From an optimization exercise on the open Yosys and OpenROAD flow, aimed at small area, a short achievable clock period and few clock cycles; shortcuts taken in it are not production practice. Where RTL was checked, it was by simulation tests only, not by an equivalence proof against the original. No activity file was given, so power comes from the tool's default toggle rates.

// ssdv_recoder
module ssdv_recoder (
    input  wire        clk,
    input  wire        rst,
    input  wire        in_valid,
    output wire        in_ready,
    input  wire [1:0]  in_op,
    input  wire [11:0] in_coef,
    input  wire [7:0]  in_qs,
    input  wire [7:0]  in_qd,
    input  wire [1:0]  in_comp,
    input  wire        in_rb,
    input  wire        in_dec,
    output reg         out_valid,
    input  wire        out_ready,
    output reg  [7:0]  out_byte
);
Size in the first run: about 3800 cells after synthesis, about 34000 um2 of cells after synthesis.
Settings: LEC_CHECK=0, CAP_MARGIN=20, CORE_MARGIN=2, CORE_UTILIZATION=40, PLACE_DENSITY=0.6, SETUP_SLACK_MARGIN=3.6, SLEW_MARGIN=20, SYNTH_MEMORY_MAX_BITS=65536, TNS_END_PERCENT=5; clock period 8.0 ns.
run.sh (not shown) runs the stock make flow with config.mk's settings and CLKGATE_MAP_FILE= SYNTH_SCRIPT=/design/flow/synth_recipe.tcl, a recipe that flattens the netlist after the stock synthesis.
The baseline passed the timing, design-rule and antenna checks.
Then changed:
--- a/flow/design.v
+++ b/flow/design.v
@@ -175,28 +175,25 @@
     input  wire        in_dec,
     output reg         out_valid,
     input  wire        out_ready,
     output reg  [7:0]  out_byte
 );
     localparam OP_COEF = 2'd0, OP_EOB = 2'd1, OP_SYNC = 2'd2, OP_INIT = 2'd3;
-    localparam W = 36;             
+    localparam W = 40;             
     localparam [3:0] T_AC = 4'd0, T_ACL = 4'd1, T_EOB = 4'd2, T_SYNC = 4'd3,
                      T_INIT = 4'd4;   
     wire stall;
     assign in_ready = !stall;
     wire adv = !stall;
     reg  [5:0]  k;
     reg         decb;
     reg  [15:0] dcs0, dcs1, dcs2;
     wire        is_dc  = (k == 6'd0);
     wire [15:0] v16    = {{4{in_coef[11]}}, in_coef};
-    wire [15:0] dcs_s0 = dcs0 + v16;
-    wire [15:0] dcs_s1 = dcs1 + v16;
-    wire [15:0] dcs_s2 = dcs2 + v16;
-    wire [15:0] dcs_sc = (in_comp == 2'd0) ? dcs_s0 : (in_comp == 2'd1) ? dcs_s1 : dcs_s2;
-    wire [15:0] dc_abs = (decb && in_rb) ? v16 : dcs_sc;
+    wire [15:0] dcs_c  = (in_comp == 2'd0) ? dcs0 : (in_comp == 2'd1) ? dcs1 : dcs2;
+    wire [15:0] dc_abs = (decb && in_rb) ? v16 : (dcs_c + v16);
     wire [15:0] xb     = is_dc ? dc_abs : v16;
     reg  [3:0]  b_tag;
     always @(*) begin
         case (in_op)
             OP_COEF: b_tag = is_dc ? {1'b1, in_rb, in_comp} : (k == 6'd63) ? T_ACL : T_AC;
             OP_EOB:  b_tag = T_EOB;
@@ -494,13 +491,13 @@
     wire [5:0]  amt      = ncnt - {1'b0, plen};
     wire [W+25:0] placed = {{W{1'b0}}, pbits} << amt;
     wire [W-1:0] acc_or  = p_take ? (acc | placed[W-1:0]) : acc;
     always @(posedge clk) begin
         if (rst) begin
             pv <= 1'b0; acc <= {W{1'b0}}; cnt <= 6'd0; ncnt <= W[5:0]; zpend <= 1'b0;
-            out_valid <= 1'b0;
+            out_valid <= 1'b0; out_byte <= 8'd0;
         end else begin
             if (!p_hold) begin
                 pv    <= gv && gpush;
                 plen  <= h_len;
                 pbits <= h_bits;
             end
Outcome: Critical path depth went up by 5; synthesized cell count increases by 0.50%; utilization shrinks by 0.41 points; die area grows by 0.69%; cell area falls by 0.41%; sequential power hardly moves; wire length shrinks by 1.1%; via count fell by 0.32%.
Testbench counts after the change, summed over its fixed seeds: cycles 22,021.
Only the layout flow was run in the first run of this note; the RTL was not checked for function there.

========
ssdv_recoder, a different RTL version from the one above (not shown whole).
Size in the first run: ~3800 cells after synthesis, ~34000 µm² of cells after synthesis.
export LEC_CHECK = 0
export CAP_MARGIN = 20
export CORE_MARGIN = 2
export CORE_UTILIZATION = 40
export PLACE_DENSITY = 0.6
export SETUP_SLACK_MARGIN = 3.6
export SLEW_MARGIN = 20
export SYNTH_MEMORY_MAX_BITS = 65536
export TNS_END_PERCENT = 5
create_clock -name core_clock -period 8.0 [get_ports {clk}]
Testbench counts at the start, summed over its fixed seeds: cycles 22,094.
Edit:
--- a/flow/design.v
+++ b/flow/design.v
@@ -169,37 +169,40 @@
     input  wire [1:0]  in_op,
     input  wire [11:0] in_coef,
     input  wire [7:0]  in_qs,
     input  wire [7:0]  in_qd,
     input  wire [1:0]  in_comp,
     input  wire        in_rb,
     input  wire        in_dec,
     output reg         out_valid,
     input  wire        out_ready,
     output reg  [7:0]  out_byte
 );
     localparam OP_COEF = 2'd0, OP_EOB = 2'd1, OP_SYNC = 2'd2, OP_INIT = 2'd3;
-    localparam W = 36;             
+    localparam W = 40;             
     localparam [3:0] T_AC = 4'd0, T_ACL = 4'd1, T_EOB = 4'd2, T_SYNC = 4'd3,
                      T_INIT = 4'd4;   
     wire stall;
     assign in_ready = !stall;
     wire adv = !stall;
     reg  [5:0]  k;
     reg         decb;
     reg  [15:0] dcs0, dcs1, dcs2;
     wire        is_dc  = (k == 6'd0);
     wire [15:0] v16    = {{4{in_coef[11]}}, in_coef};
-    wire [15:0] dcs_c  = (in_comp == 2'd0) ? dcs0 : (in_comp == 2'd1) ? dcs1 : dcs2;
-    wire [15:0] dc_abs = (decb && in_rb) ? v16 : (dcs_c + v16);
+    wire [15:0] dcs_s0 = dcs0 + v16;
+    wire [15:0] dcs_s1 = dcs1 + v16;
+    wire [15:0] dcs_s2 = dcs2 + v16;
+    wire [15:0] dcs_sc = (in_comp == 2'd0) ? dcs_s0 : (in_comp == 2'd1) ? dcs_s1 : dcs_s2;
+    wire [15:0] dc_abs = (decb && in_rb) ? v16 : dcs_sc;
     wire [15:0] xb     = is_dc ? dc_abs : v16;
     reg  [3:0]  b_tag;
     always @(*) begin
         case (in_op)
             OP_COEF: b_tag = is_dc ? {1'b1, in_rb, in_comp} : (k == 6'd63) ? T_ACL : T_AC;
             OP_EOB:  b_tag = T_EOB;
             OP_SYNC: b_tag = T_SYNC;
             default: b_tag = T_INIT | {3'd0, in_dec};
         endcase
     end
     reg         bv;
     reg  [3:0]  btag;
=> Global-route usage falls by 0.30 points; clock skew rises by 11 ps; wire length drops by about 3%; cell area barely changes; flip-flop and latch count is higher by 4.
Testbench counts after the change, summed over its fixed seeds: cycles 22,021.

## separate check: timing with driven ports
How much do the figures lean on ideal ports? The routed layouts below were timed once more, with nothing changed but the port constraints.
Step 1 (the two cells are an assumption about what drives the block):
set clk [get_ports {clk}]
set_driving_cell -lib_cell sky130_fd_sc_hd__clkbuf_16 $clk
set_driving_cell -lib_cell sky130_fd_sc_hd__buf_2 [delete_from_list [all_inputs] $clk]
Step 2 moves the port delays by t, midway between the first and last clock arrival at a register: inputs arrive t later, outputs are due t later. That takes back most of the time a late clock gives input paths.
Three values: ideal ports, drivers, drivers and shift; two values: the first two.
run | t, ns | slack for setup (ns) | hold WS [ns] | latest minus earliest clock arrival (ns) | slew at the worst register clock pin (ns)
the first run of note 1 | 0.653 | 3.467 / 3.403 / 2.998 | 0.418 / 0.418 / 0.418 | 0.028 / 0.028 | 0.07 / 0.07
the second run of note 1 | 0.655 | 3.461 / 3.428 / 2.854 | 0.419 / 0.419 / 0.419 | 0.029 / 0.028 | 0.07 / 0.07
the first run of note 2 | 0.667 | 3.365 / 3.298 / 2.968 | 0.417 / 0.417 / 0.417 | 0.024 / 0.025 | 0.06 / 0.06
the second run of note 2 | 0.649 | 3.328 / 3.328 / 2.947 | 0.415 / 0.415 / 0.415 | 0.034 / 0.034 | 0.06 / 0.06
After both steps every run listed still meets setup and hold. For the second run of note 1, which loses most, drivers alone change the setup slack by -0.033 ns; drivers and shift together by -0.607 ns.
